This design comes from an exercise in tuning for small area, a short achievable clock period and few clock cycles on the open sky130 flow, not from production work.
Where RTL was checked, it was by simulation tests only, not by an equivalence proof against the original.
Power and IR drop assume default switching activity.

==> run K <==
## sic_engine
module sic_engine (
    input  wire         clk,
    input  wire         rst,
    input  wire         cmd_valid,
    output wire         cmd_ready,
    input  wire [31:0]  cmd_word,
    input  wire [63:0]  cmd_opnd,
    input  wire [127:0] cmd_iv,
    input  wire [7:0]   cmd_iv_len,
    input  wire [63:0]  cmd_in_len,
    input  wire [63:0]  cmd_out_cap,
    output reg          done,
    output reg  [63:0]  result,
    output reg  [2:0]   err,
    input  wire         in_valid,
    output wire         in_ready,
    input  wire [7:0]   in_data,
    output wire         out_valid,
    input  wire         out_ready,
    output wire [7:0]   out_data,
    output wire         bc_req_valid,
    input  wire         bc_req_ready,
    output reg  [1:0]   bc_req_op,
    output wire [127:0] bc_req_block,
    input  wire         bc_rsp_valid,
    input  wire         bc_rsp_err,
    input  wire [127:0] bc_rsp_data
);
==> flow/config.mk <==
export PLATFORM = sky130hd
export DESIGN_NAME = sic_engine
export DESIGN_NICKNAME = sic_engine
export VERILOG_FILES = /design/flow/design.v
export SDC_FILE = /design/flow/constraint.sdc
export NUM_CORES = 4
export LEC_CHECK = 0
export CAP_MARGIN = 20
export CORE_MARGIN = 2
export CORE_UTILIZATION = 55
export SLEW_MARGIN = 20
export TNS_END_PERCENT = 0
==> flow/constraint.sdc <==
create_clock -name core_clock -period 10.0 [get_ports {clk}]
set_input_delay 2.0000 -clock core_clock [delete_from_list [all_inputs] [get_ports {clk}]]
set_output_delay 2.0000 -clock core_clock [all_outputs]
set_load 0.01 [all_outputs]
standard.sh (not shown) runs the stock make flow with config.mk's settings and CLKGATE_MAP_FILE= SYNTH_SCRIPT=/design/flow/synth_recipe.tcl, a recipe that flattens the netlist after the stock synthesis.
==> flow/flow/run.sh <==
#!/bin/bash
# Own layout flow: the standard layout (standard.sh, standard synthesis
# unchanged), with a tighter setup-repair target for the resizer and the
# smallest buffer cell on the ports.  make's full output goes to
# standard_flow.log; each ORFS step keeps its own log under orfs/logs.
set -euo pipefail
cd "$(dirname "$0")/.."
bash standard.sh SETUP_SLACK_MARGIN=5.8 \
    'BUFFER_PORTS_ARGS=-buffer_cell sky130_fd_sc_hd__buf_1' \
    finish > standard_flow.log 2>&1
==> run E (differences from run K) <==
--- a/flow/design.v
+++ b/flow/design.v
@@ -56,12 +56,16 @@
     reg         q_proc;       
     reg         su_busy;
     reg [3:0]   su_h;         
     reg         su_c;
     reg         f_inc, f_skip, f_seek, f_gpos;    
     reg         f_aiv;        
+    reg         f_spec;       
+    reg         spec_ok;      
+    reg         xok;          
+    reg         xb_imm;       
     reg         inc_pend;     
     reg         cop_pend;     
     reg [2:0]   cop;
     reg         avail;        
     reg         ctr_ok;       
     reg         reqd;         
@@ -69,13 +73,13 @@
     reg         perr;         
     reg         in_rdy;
     reg         ov;           
     reg         full;         
     reg [7:0]   ob0, ob1;
     assign cmd_ready    = s_idle;
-    assign in_ready     = in_rdy;
+    assign in_ready     = in_rdy & xok;
     assign out_valid    = ov;
     assign out_data     = ob0;
     assign bc_req_valid = req_v;
     assign bc_req_block = ctr;
     wire [3:0] op    = cmd_word[3:0];
     wire       k_bit = cmd_word[4];
@@ -100,19 +104,47 @@
     wire is_xrng  = (op == OP_XRANGE);
     wire is_skip  = (op == OP_SKIP);
     wire is_seek  = (op == OP_SEEK);
     wire is_gpos  = (op == OP_GETPOS);
     wire init_bad = ~v_bit | (cmd_iv_len != 8'd16);
     wire xblk_bad = ~(|cmd_in_len[63:4]) | ~(|cmd_out_cap[63:4]);
-    wire xrng_bad = (cmd_in_len < cmd_opnd) | (cmd_out_cap < cmd_opnd);
+    wire [63:0] lt_a0 = ~cmd_in_len & cmd_opnd;
+    wire [63:0] eq_a0 = ~(cmd_in_len ^ cmd_opnd);
+    wire [63:0] lt_b0 = ~cmd_out_cap & cmd_opnd;
+    wire [63:0] eq_b0 = ~(cmd_out_cap ^ cmd_opnd);
+    wire [63:0] lt_a [0:6];
+    wire [63:0] eq_a [0:6];
+    wire [63:0] lt_b [0:6];
+    wire [63:0] eq_b [0:6];
+    assign lt_a[0] = lt_a0;
+    assign eq_a[0] = eq_a0;
+    assign lt_b[0] = lt_b0;
+    assign eq_b[0] = eq_b0;
+    genvar cl, ci;
+    generate
+        for (cl = 0; cl < 6; cl = cl + 1) begin : cmp_l
+            for (ci = 0; ci < (64 >> (cl + 1)); ci = ci + 1) begin : cmp_i
+                assign lt_a[cl+1][ci] = lt_a[cl][2*ci+1] | (eq_a[cl][2*ci+1] & lt_a[cl][2*ci]);
+                assign eq_a[cl+1][ci] = eq_a[cl][2*ci+1] & eq_a[cl][2*ci];
+                assign lt_b[cl+1][ci] = lt_b[cl][2*ci+1] | (eq_b[cl][2*ci+1] & lt_b[cl][2*ci]);
+                assign eq_b[cl+1][ci] = eq_b[cl][2*ci+1] & eq_b[cl][2*ci];
+            end
+            for (ci = (64 >> (cl + 1)); ci < 64; ci = ci + 1) begin : cmp_z
+                assign lt_a[cl+1][ci] = 1'b0;
+                assign eq_a[cl+1][ci] = 1'b0;
+                assign lt_b[cl+1][ci] = 1'b0;
+                assign eq_b[cl+1][ci] = 1'b0;
+            end
+        end
+    endgenerate
+    wire xrng_bad = lt_a[6][0] | lt_b[6][0];
     wire xrng_0   = ~(|cmd_opnd);
     wire cur0     = (cur == 4'd0);
     wire [4:0] dd      = 5'd16 - {1'b0, cur};
     wire       acc_rch = is_xblk | (|cmd_opnd[63:5]) | (cmd_opnd[4:0] >= dd);
     wire go_xfer  = acc_ok & ((is_xblk & ~xblk_bad) | (is_xrng & ~xrng_bad));
-    wire go_fetch = go_xfer & cur0 & ~(is_xrng & xrng_0);
     wire go_rst   = acc_ok & (is_reset | (is_init & ~init_bad));
     wire [127:0] ks_cur = {ks_lo, sel ? ks_t1 : ks_t0};
     wire [7:0]   kbyte  = ks_cur[127 - 8*cur -: 8];
     wire [31:0] ctr_ch = ({32{su_h[0]}} & ctr[31:0])  | ({32{su_h[1]}} & ctr[63:32]) |
                          ({32{su_h[2]}} & ctr[95:64]) | ({32{su_h[3]}} & ctr[127:96]);
     wire [31:0] iv_ch  = ({32{su_h[0]}} & iv[31:0])  | ({32{su_h[1]}} & iv[63:32]) |
@@ -143,18 +175,19 @@
                     assign pg_p[gl+1][gi] = pg_p[gl][gi];
                 end
             end
         end
     endgenerate
     wire [32:0] su_sum = {pg_g[5][31], pp ^ {pg_g[5][30:0], su_c}};
-    wire        su_last = su_h[3] |
+    wire        su_drop = f_spec & ~spec_ok;
+    wire        su_last = su_h[3] | su_drop |
                           (f_inc  & (~su_c | ~(&ctr_ch))) |
                           (f_gpos & su_h[1]) |
                           (f_skip & su_h[2] & (su_c == su_sgn));
     wire        su_fin  = su_busy & su_last;
-    wire take   = in_rdy & in_valid;
+    wire take   = in_rdy & xok & in_valid;
     wire give   = ov & out_ready;
     wire wrap   = take & (cur == 4'd15);
     wire rsp    = bc_rsp_valid & req_out;
     wire rsp_ok = rsp & ~bc_rsp_err;
     wire rsp_bd = rsp & bc_rsp_err;
     wire [7:0] nb = kbyte ^ in_data;
@@ -168,27 +201,32 @@
     wire x_new   = wrap & (nready | (rsp_ok & avail));        
     wire x_fill  = s_xfer & rsp_ok & ~avail;                   
     wire avail_n = wrap ? x_new : (avail | rsp_ok);
     wire perr_n  = perr | rsp_bd;
     wire ov_n    = take | (ov & ~(give & ~full));
     wire full_n  = (ov & ~full & take & ~give) | (full & ~give);
-    wire trig    = s_xfer & avail & ~ctr_ok & reach & ~perr;   
-    wire x_req   = s_xfer & ctr_ok & ~reqd & ~su_busy & ~inc_pend & ~req_v & ~req_out & ~perr_n &
+    wire trig    = s_xfer & xok & avail & ~ctr_ok & reach & ~perr;   
+    wire x_req   = s_xfer & xok & ctr_ok & ~reqd & ~su_busy & ~inc_pend & ~req_v & ~req_out & ~perr_n &
                    ((avail_n & (cur_n >= 4'd13) & need) | (~avail_n & remnz_n));
-    wire x_done  = s_xfer & ~ov_n & (~remnz_n | (perr_n & ~avail_n));
-    wire inc_now  = trig | (acc_ok & is_xbyte & (cur == 4'd15)) |
-                    (go_xfer & ~cur0 & acc_rch);
+    wire x_done  = s_xfer & xok & ~ov_n & (~remnz_n | (perr_n & ~avail_n));
+    wire x_res   = s_xfer & xok & ~perr & (rem0 | (rem1 & avail));
+    wire acc_inc  = acc & (is_xblk | is_xrng) & ~cur0;
+    wire acc_keep = go_xfer & acc_rch;
+    wire xb_inc   = s_xbyte & xb_imm & (cur == 4'd15);
+    wire inc_keep = trig | xb_inc | (acc_inc & acc_keep);
+    wire inc_now  = trig | xb_inc | acc_inc;
     wire inc_any  = inc_pend | inc_now;
     wire su_free  = ~su_busy & ~(req_v & (bc_req_op == BC_PROCESS));
     wire start_inc = inc_any & su_free;
     wire cop_now  = acc_ok & (is_skip | is_seek | is_gpos | is_reset | (is_init & ~init_bad));
     wire [2:0] cop_sel = cop_now ? (is_skip ? SU_SKIP : is_seek ? SU_SEEK : is_gpos ? SU_GPOS : SU_LDIV) : cop;
     wire start_cop = (cop_pend | cop_now) & su_free & ~inc_any;
     wire cop_pend_n = (cop_pend | cop_now) & ~start_cop;
-    wire [4:0] sk_sum = {1'b0, cop_now ? cmd_opnd[3:0] : opq[3:0]} + {1'b0, cur};
-    wire       sk_c4  = sk_sum[4];
+    wire [4:0] sk_sum_a = {1'b0, cmd_opnd[3:0]} + {1'b0, cur};
+    wire [4:0] sk_sum_q = {1'b0, opq[3:0]} + {1'b0, cur};
+    wire       sk_c4    = cop_now ? (is_skip & sk_sum_a[4]) : ((cop == SU_SKIP) & sk_sum_q[4]);
     wire ctr_free = ~su_busy & ~inc_pend;
     always @(posedge clk) begin
         if (rst) begin
             s_idle   <= 1'b1;
             s_rst    <= 1'b0;
             s_xbyte  <= 1'b0;
@@ -221,28 +259,31 @@
                 f_inc   <= start_inc;
                 f_skip  <= ~start_inc & (cop_sel == SU_SKIP);
                 f_seek  <= ~start_inc & (cop_sel == SU_SEEK);
                 f_gpos  <= ~start_inc & (cop_sel == SU_GPOS);
                 f_aiv   <= ~start_inc & ((cop_sel == SU_SEEK) | (cop_sel == SU_LDIV));
                 su_h    <= 4'b0001;
+                f_spec  <= start_inc & acc_inc & ~inc_pend;
             end else if (su_fin) begin
                 su_busy <= 1'b0;
             end
             if (su_busy & ~su_last)
                 su_h <= {su_h[2:0], 1'b0};
             if (start_inc)
                 su_c <= 1'b1;
             else if (start_cop)
-                su_c <= (cop_sel == SU_GPOS) | ((cop_sel == SU_SKIP) & sk_c4);
+                su_c <= (cop_sel == SU_GPOS) | sk_c4;
             else if (su_busy)
                 su_c <= su_sum[32];
-            inc_pend <= inc_any & ~start_inc;
+            inc_pend <= (inc_pend | inc_keep) & ~start_inc;
+            if (acc)
+                spec_ok <= acc_keep;
             cop_pend <= cop_pend_n;
             if (cop_now)
                 cop <= cop_sel;
-            if (su_busy) begin
+            if (su_busy & ~su_drop) begin
                 if (f_gpos) begin
                     if (su_h[0]) result[35:0] <= {su_sum[31:0], cur};
                     if (su_h[1]) result[63:36] <= su_sum[27:0];
                 end else begin
                     if (su_h[0]) ctr[31:0]   <= su_sum[31:0];
                     if (su_h[1]) ctr[63:32]  <= su_sum[31:0];
@@ -276,44 +317,30 @@
                             bc_req_op <= (is_init & k_bit) ? BC_INIT : BC_RESET;
                             s_idle    <= 1'b0;
                             s_rst     <= 1'b1;
                         end
                     end
                     OP_XBYTE: begin
-                        if (~cur0) begin
-                            result <= {56'd0, kbyte ^ cmd_word[15:8]};
-                            cur    <= cur + 4'd1;
-                            err    <= E_OK;
-                            done   <= 1'b1;
-                        end else begin
-                            if (ctr_free) begin
-                                req_v     <= 1'b1;
-                                bc_req_op <= BC_PROCESS;
-                            end
-                            s_idle  <= 1'b0;
-                            s_xbyte <= 1'b1;
+                        xb_imm <= ~cur0;
+                        if (cur0 & ctr_free) begin
+                            req_v     <= 1'b1;
+                            bc_req_op <= BC_PROCESS;
                         end
+                        s_idle  <= 1'b0;
+                        s_xbyte <= 1'b1;
                     end
                     OP_XBLOCK, OP_XRANGE: begin
                         avail  <= ~cur0;
+                        xok    <= ~(is_xblk ? xblk_bad : xrng_bad);
                         ctr_ok <= cur0 | acc_rch;
-                        reqd   <= go_fetch & ctr_free;
+                        reqd   <= 1'b0;
                         nready <= 1'b0;
                         perr   <= 1'b0;
-                        if (is_xblk ? xblk_bad : xrng_bad) begin
-                            err  <= E_LENGTH;
-                            done <= 1'b1;
-                        end else begin
-                            if (go_fetch & ctr_free) begin
-                                req_v     <= 1'b1;
-                                bc_req_op <= BC_PROCESS;
-                            end
-                            in_rdy <= ~cur0 & ~(is_xrng & xrng_0);
-                            s_idle <= 1'b0;
-                            s_xfer <= 1'b1;
-                        end
+                        in_rdy <= ~cur0 & ~(is_xrng & xrng_0);
+                        s_idle <= 1'b0;
+                        s_xfer <= 1'b1;
                     end
                     OP_SKIP: begin
                         s_idle <= 1'b0;
                         s_skip <= 1'b1;
                     end
                     OP_SEEK: begin
@@ -344,21 +371,29 @@
                         r_k       <= 1'b0;
                         req_v     <= 1'b1;
                         bc_req_op <= BC_RESET;
                     end
                     if (rsp_ok & ~r_k)
                         r_fin <= 1'b1;
-                    if (((rsp_ok & ~r_k) | r_fin) & ~cop_pend_n) begin
+                    if (((rsp_ok & ~r_k) | r_fin) & ~cop_pend) begin
                         err    <= E_OK;
                         done   <= 1'b1;
                         s_rst  <= 1'b0;
                         s_idle <= 1'b1;
                     end
                 end
             end
-            if (s_xbyte) begin
+            if (s_xbyte & xb_imm) begin
+                result  <= {56'd0, kbyte ^ opq[7:0]};
+                cur     <= cur + 4'd1;
+                err     <= E_OK;
+                done    <= 1'b1;
+                s_xbyte <= 1'b0;
+                s_idle  <= 1'b1;
+            end
+            if (s_xbyte & ~xb_imm) begin
                 if (~req_v & ~req_out & ctr_free & ~rsp) begin
                     req_v     <= 1'b1;
                     bc_req_op <= BC_PROCESS;
                 end
                 if (rsp_bd) begin
                     err     <= E_COLLAB;
@@ -419,18 +454,18 @@
             if (s_gpos & su_fin & f_gpos) begin
                 err    <= E_OK;
                 done   <= 1'b1;
                 s_gpos <= 1'b0;
                 s_idle <= 1'b1;
             end
-            if (rsp_ok & (s_xbyte | s_skip | (s_seek & q_proc) | s_xfer)) begin
+            if (rsp_ok & ((s_xbyte & ~xb_imm) | s_skip | (s_seek & q_proc) | s_xfer)) begin
                 ks_lo <= bc_rsp_data[127:24];
                 if (sel) ks_t0 <= bc_rsp_data[23:0];
                 else     ks_t1 <= bc_rsp_data[23:0];
             end
-            if ((rsp_ok & (s_xbyte | s_skip | (s_seek & q_proc))) | x_new | x_fill)
+            if ((rsp_ok & ((s_xbyte & ~xb_imm) | s_skip | (s_seek & q_proc))) | x_new | x_fill)
                 sel <= ~sel;
             if (s_xfer) begin
                 if (take) begin
                     cur <= cur + 4'd1;
                     rem <= rem - 64'd1;
                     if (~ov | (give & ~full)) ob0 <= nb;
@@ -453,15 +488,23 @@
                     if (x_req) reqd   <= 1'b1;
                 end
                 if (x_req) begin
                     req_v     <= 1'b1;
                     bc_req_op <= BC_PROCESS;
                 end
+                if (x_res)
+                    result <= opq;
+                if (~xok) begin
+                    err    <= E_LENGTH;
+                    done   <= 1'b1;
+                    in_rdy <= 1'b0;
+                    s_xfer <= 1'b0;
+                    s_idle <= 1'b1;
+                end
                 if (x_done) begin
                     err    <= perr_n ? E_COLLAB : E_OK;
-                    if (~perr_n) result <= opq;
                     done   <= 1'b1;
                     in_rdy <= 1'b0;
                     s_xfer <= 1'b0;
                     s_idle <= 1'b1;
                 end
             end
==> flow/flow/run.sh (replaced) <==
#!/bin/bash
# Own layout flow: the standard layout (standard.sh, standard synthesis
# unchanged), with a tighter setup-repair target for the resizer and the
# smallest buffer cell on the ports.  make's full output goes to
# standard_flow.log; each ORFS step keeps its own log under orfs/logs.
set -euo pipefail
cd "$(dirname "$0")/.."
bash standard.sh SETUP_SLACK_MARGIN=6.2 \
    'BUFFER_PORTS_ARGS=-buffer_cell sky130_fd_sc_hd__buf_1' \
    finish > standard_flow.log 2>&1
==> flow/config.mk (replaced) <==
export PLATFORM = sky130hd
export DESIGN_NAME = sic_engine
export DESIGN_NICKNAME = sic_engine
export VERILOG_FILES = /design/flow/design.v
export SDC_FILE = /design/flow/constraint.sdc
export NUM_CORES = 4
export LEC_CHECK = 0
export CAP_MARGIN = 20
export CORE_MARGIN = 2
export CORE_UTILIZATION = 65
export CTS_CLUSTER_DIAMETER = 80
export CTS_CLUSTER_SIZE = 22
export SLEW_MARGIN = 20
export TNS_END_PERCENT = 0
==> run M (differences from run K) <==
--- a/flow/design.v
+++ b/flow/design.v
@@ -56,12 +56,14 @@
     reg         q_proc;       
     reg         su_busy;
     reg [3:0]   su_h;         
     reg         su_c;
     reg         f_inc, f_skip, f_seek, f_gpos;    
     reg         f_aiv;        
+    reg         f_spec;       
+    reg         xok;          
     reg         inc_pend;     
     reg         cop_pend;     
     reg [2:0]   cop;
     reg         avail;        
     reg         ctr_ok;       
     reg         reqd;         
@@ -100,13 +102,42 @@
     wire is_xrng  = (op == OP_XRANGE);
     wire is_skip  = (op == OP_SKIP);
     wire is_seek  = (op == OP_SEEK);
     wire is_gpos  = (op == OP_GETPOS);
     wire init_bad = ~v_bit | (cmd_iv_len != 8'd16);
     wire xblk_bad = ~(|cmd_in_len[63:4]) | ~(|cmd_out_cap[63:4]);
-    wire xrng_bad = (cmd_in_len < cmd_opnd) | (cmd_out_cap < cmd_opnd);
+    wire [63:0] lt_a0 = ~cmd_in_len & cmd_opnd;
+    wire [63:0] eq_a0 = ~(cmd_in_len ^ cmd_opnd);
+    wire [63:0] lt_b0 = ~cmd_out_cap & cmd_opnd;
+    wire [63:0] eq_b0 = ~(cmd_out_cap ^ cmd_opnd);
+    wire [63:0] lt_a [0:6];
+    wire [63:0] eq_a [0:6];
+    wire [63:0] lt_b [0:6];
+    wire [63:0] eq_b [0:6];
+    assign lt_a[0] = lt_a0;
+    assign eq_a[0] = eq_a0;
+    assign lt_b[0] = lt_b0;
+    assign eq_b[0] = eq_b0;
+    genvar cl, ci;
+    generate
+        for (cl = 0; cl < 6; cl = cl + 1) begin : cmp_l
+            for (ci = 0; ci < (64 >> (cl + 1)); ci = ci + 1) begin : cmp_i
+                assign lt_a[cl+1][ci] = lt_a[cl][2*ci+1] | (eq_a[cl][2*ci+1] & lt_a[cl][2*ci]);
+                assign eq_a[cl+1][ci] = eq_a[cl][2*ci+1] & eq_a[cl][2*ci];
+                assign lt_b[cl+1][ci] = lt_b[cl][2*ci+1] | (eq_b[cl][2*ci+1] & lt_b[cl][2*ci]);
+                assign eq_b[cl+1][ci] = eq_b[cl][2*ci+1] & eq_b[cl][2*ci];
+            end
+            for (ci = (64 >> (cl + 1)); ci < 64; ci = ci + 1) begin : cmp_z
+                assign lt_a[cl+1][ci] = 1'b0;
+                assign eq_a[cl+1][ci] = 1'b0;
+                assign lt_b[cl+1][ci] = 1'b0;
+                assign eq_b[cl+1][ci] = 1'b0;
+            end
+        end
+    endgenerate
+    wire xrng_bad = lt_a[6][0] | lt_b[6][0];
     wire xrng_0   = ~(|cmd_opnd);
     wire cur0     = (cur == 4'd0);
     wire [4:0] dd      = 5'd16 - {1'b0, cur};
     wire       acc_rch = is_xblk | (|cmd_opnd[63:5]) | (cmd_opnd[4:0] >= dd);
     wire go_xfer  = acc_ok & ((is_xblk & ~xblk_bad) | (is_xrng & ~xrng_bad));
     wire go_fetch = go_xfer & cur0 & ~(is_xrng & xrng_0);
@@ -143,13 +174,14 @@
                     assign pg_p[gl+1][gi] = pg_p[gl][gi];
                 end
             end
         end
     endgenerate
     wire [32:0] su_sum = {pg_g[5][31], pp ^ {pg_g[5][30:0], su_c}};
-    wire        su_last = su_h[3] |
+    wire        su_drop = f_spec & ~xok;
+    wire        su_last = su_h[3] | su_drop |
                           (f_inc  & (~su_c | ~(&ctr_ch))) |
                           (f_gpos & su_h[1]) |
                           (f_skip & su_h[2] & (su_c == su_sgn));
     wire        su_fin  = su_busy & su_last;
     wire take   = in_rdy & in_valid;
     wire give   = ov & out_ready;
@@ -172,14 +204,15 @@
     wire ov_n    = take | (ov & ~(give & ~full));
     wire full_n  = (ov & ~full & take & ~give) | (full & ~give);
     wire trig    = s_xfer & avail & ~ctr_ok & reach & ~perr;   
     wire x_req   = s_xfer & ctr_ok & ~reqd & ~su_busy & ~inc_pend & ~req_v & ~req_out & ~perr_n &
                    ((avail_n & (cur_n >= 4'd13) & need) | (~avail_n & remnz_n));
     wire x_done  = s_xfer & ~ov_n & (~remnz_n | (perr_n & ~avail_n));
-    wire inc_now  = trig | (acc_ok & is_xbyte & (cur == 4'd15)) |
-                    (go_xfer & ~cur0 & acc_rch);
+    wire acc_inc  = acc_ok & (is_xblk | is_xrng) & ~cur0 & acc_rch;
+    wire inc_keep = trig | (acc_ok & is_xbyte & (cur == 4'd15)) | (acc_inc & go_xfer);
+    wire inc_now  = trig | (acc_ok & is_xbyte & (cur == 4'd15)) | acc_inc;
     wire inc_any  = inc_pend | inc_now;
     wire su_free  = ~su_busy & ~(req_v & (bc_req_op == BC_PROCESS));
     wire start_inc = inc_any & su_free;
     wire cop_now  = acc_ok & (is_skip | is_seek | is_gpos | is_reset | (is_init & ~init_bad));
     wire [2:0] cop_sel = cop_now ? (is_skip ? SU_SKIP : is_seek ? SU_SEEK : is_gpos ? SU_GPOS : SU_LDIV) : cop;
     wire start_cop = (cop_pend | cop_now) & su_free & ~inc_any;
@@ -221,28 +254,29 @@
                 f_inc   <= start_inc;
                 f_skip  <= ~start_inc & (cop_sel == SU_SKIP);
                 f_seek  <= ~start_inc & (cop_sel == SU_SEEK);
                 f_gpos  <= ~start_inc & (cop_sel == SU_GPOS);
                 f_aiv   <= ~start_inc & ((cop_sel == SU_SEEK) | (cop_sel == SU_LDIV));
                 su_h    <= 4'b0001;
+                f_spec  <= start_inc & acc_inc;
             end else if (su_fin) begin
                 su_busy <= 1'b0;
             end
             if (su_busy & ~su_last)
                 su_h <= {su_h[2:0], 1'b0};
             if (start_inc)
                 su_c <= 1'b1;
             else if (start_cop)
                 su_c <= (cop_sel == SU_GPOS) | ((cop_sel == SU_SKIP) & sk_c4);
             else if (su_busy)
                 su_c <= su_sum[32];
-            inc_pend <= inc_any & ~start_inc;
+            inc_pend <= (inc_pend | inc_keep) & ~start_inc;
             cop_pend <= cop_pend_n;
             if (cop_now)
                 cop <= cop_sel;
-            if (su_busy) begin
+            if (su_busy & ~su_drop) begin
                 if (f_gpos) begin
                     if (su_h[0]) result[35:0] <= {su_sum[31:0], cur};
                     if (su_h[1]) result[63:36] <= su_sum[27:0];
                 end else begin
                     if (su_h[0]) ctr[31:0]   <= su_sum[31:0];
                     if (su_h[1]) ctr[63:32]  <= su_sum[31:0];
@@ -292,12 +326,13 @@
                             s_idle  <= 1'b0;
                             s_xbyte <= 1'b1;
                         end
                     end
                     OP_XBLOCK, OP_XRANGE: begin
                         avail  <= ~cur0;
+                        xok    <= ~(is_xblk ? xblk_bad : xrng_bad);
                         ctr_ok <= cur0 | acc_rch;
                         reqd   <= go_fetch & ctr_free;
                         nready <= 1'b0;
                         perr   <= 1'b0;
                         if (is_xblk ? xblk_bad : xrng_bad) begin
                             err  <= E_LENGTH;
==> flow/flow/run.sh (replaced) <==
#!/bin/bash
# Own layout flow: the standard layout (standard.sh, standard synthesis
# unchanged), with a tighter setup-repair target for the resizer and the
# smallest buffer cell on the ports.  make's full output goes to
# standard_flow.log; each ORFS step keeps its own log under orfs/logs.
set -euo pipefail
cd "$(dirname "$0")/.."
bash standard.sh SETUP_SLACK_MARGIN=6.1 \
    'BUFFER_PORTS_ARGS=-buffer_cell sky130_fd_sc_hd__buf_1' \
    finish > standard_flow.log 2>&1
==> comparison <==
- Clock-buffer cell count: run M > run K > run E.
- Clock skew: run K is lower than run E (23 ps).
- Global-route usage: run E > run K > run M.
- Against run E, the maximum frequency of run M is lower by 3.3%.
- Against run E, the final cell count of run K is larger by about 4%.
- Against run E, the register-to-register slack of run K is lower by 250 ps.
- Run M produced a clean layout. Run E went through all stages and came out clean. Run K ran to the end with no violations.
- Setup slack: run E is higher than run M (150 ps).
- Sequential share of layout area, lowest first: run M, run K, run E.
- Power, highest first: run M, run K, run E.
==> figures <==
item	run M	run K	run E
Run status	timing/DRC/antenna clean	timing/DRC/antenna clean	timing/DRC/antenna clean
Maximum number of pins on one net before global-route repair	77	84	97
Share of final layout cell area taken by non-clock buffers	8.91%	8.49%	8.59%
Final net count	4500	4462	4468
Clock Buffer Count	90	89	45
Non-clock buffer count	806	794	788
WL per Instance	27.5 um	28.9 um	27.6 um
CP max FO	5	4	4
First drt pass iteration count	7	6	7
Setup ws final	5560 ps	5460 ps	5700 ps
Top cell type's share of synthesized area	55.1%	55.3%	54.8%
Flip-flop and latch count after synthesis	667	665	669
Number of combinational gates with multiple inputs	2080	2110	2104
Headroom to the max-slew limit	23.5%	23.1%	22.1%
Worst hold path depth	2	1	2
GR met2 Demand/Resource	60.8%	63.9%	68.8%
Simple-gate share of the synthesized area	13.6%	13.1%	13.9%
Actual slew at the worst max-slew pin	1150 ps	1150 ps	1160 ps
Cell area after synthesis	0.0351 mm^2	0.0349 mm^2	0.0354 mm^2
Testbench counts of run K, summed over its fixed seeds: cycles 76,497.
Only the layout flow was run in run E and run M; the RTL was not checked for function there.

## port drivers added, routing unchanged
The flow's constraints put no driver on any port. The routed layouts listed below were extracted and timed again, unchanged, in two steps.
Step 1 assumes that a clkbuf_16 drives the clock port and a buf_2 every other input.
Step 2 also shifts input and output timing later by t, the mid clock arrival at the registers, as if the neighbouring blocks saw the same clock.
Slacks: ideal ports / drivers / drivers and shift; pairs: ideal ports / drivers.
run	t, ns	setup slack, ns	cell pins on the clock port's net
run K	0.681	5.456 / 5.459 / 4.810	1
run E	0.649	5.704 / 5.704 / 5.174	1
run M	0.689	5.557 / 5.596 / 4.907	1
After both steps every run listed still meets setup and hold. The setup slack of run M, which loses most, moves by +0.039 ns with the drivers and by -0.650 ns with both steps.
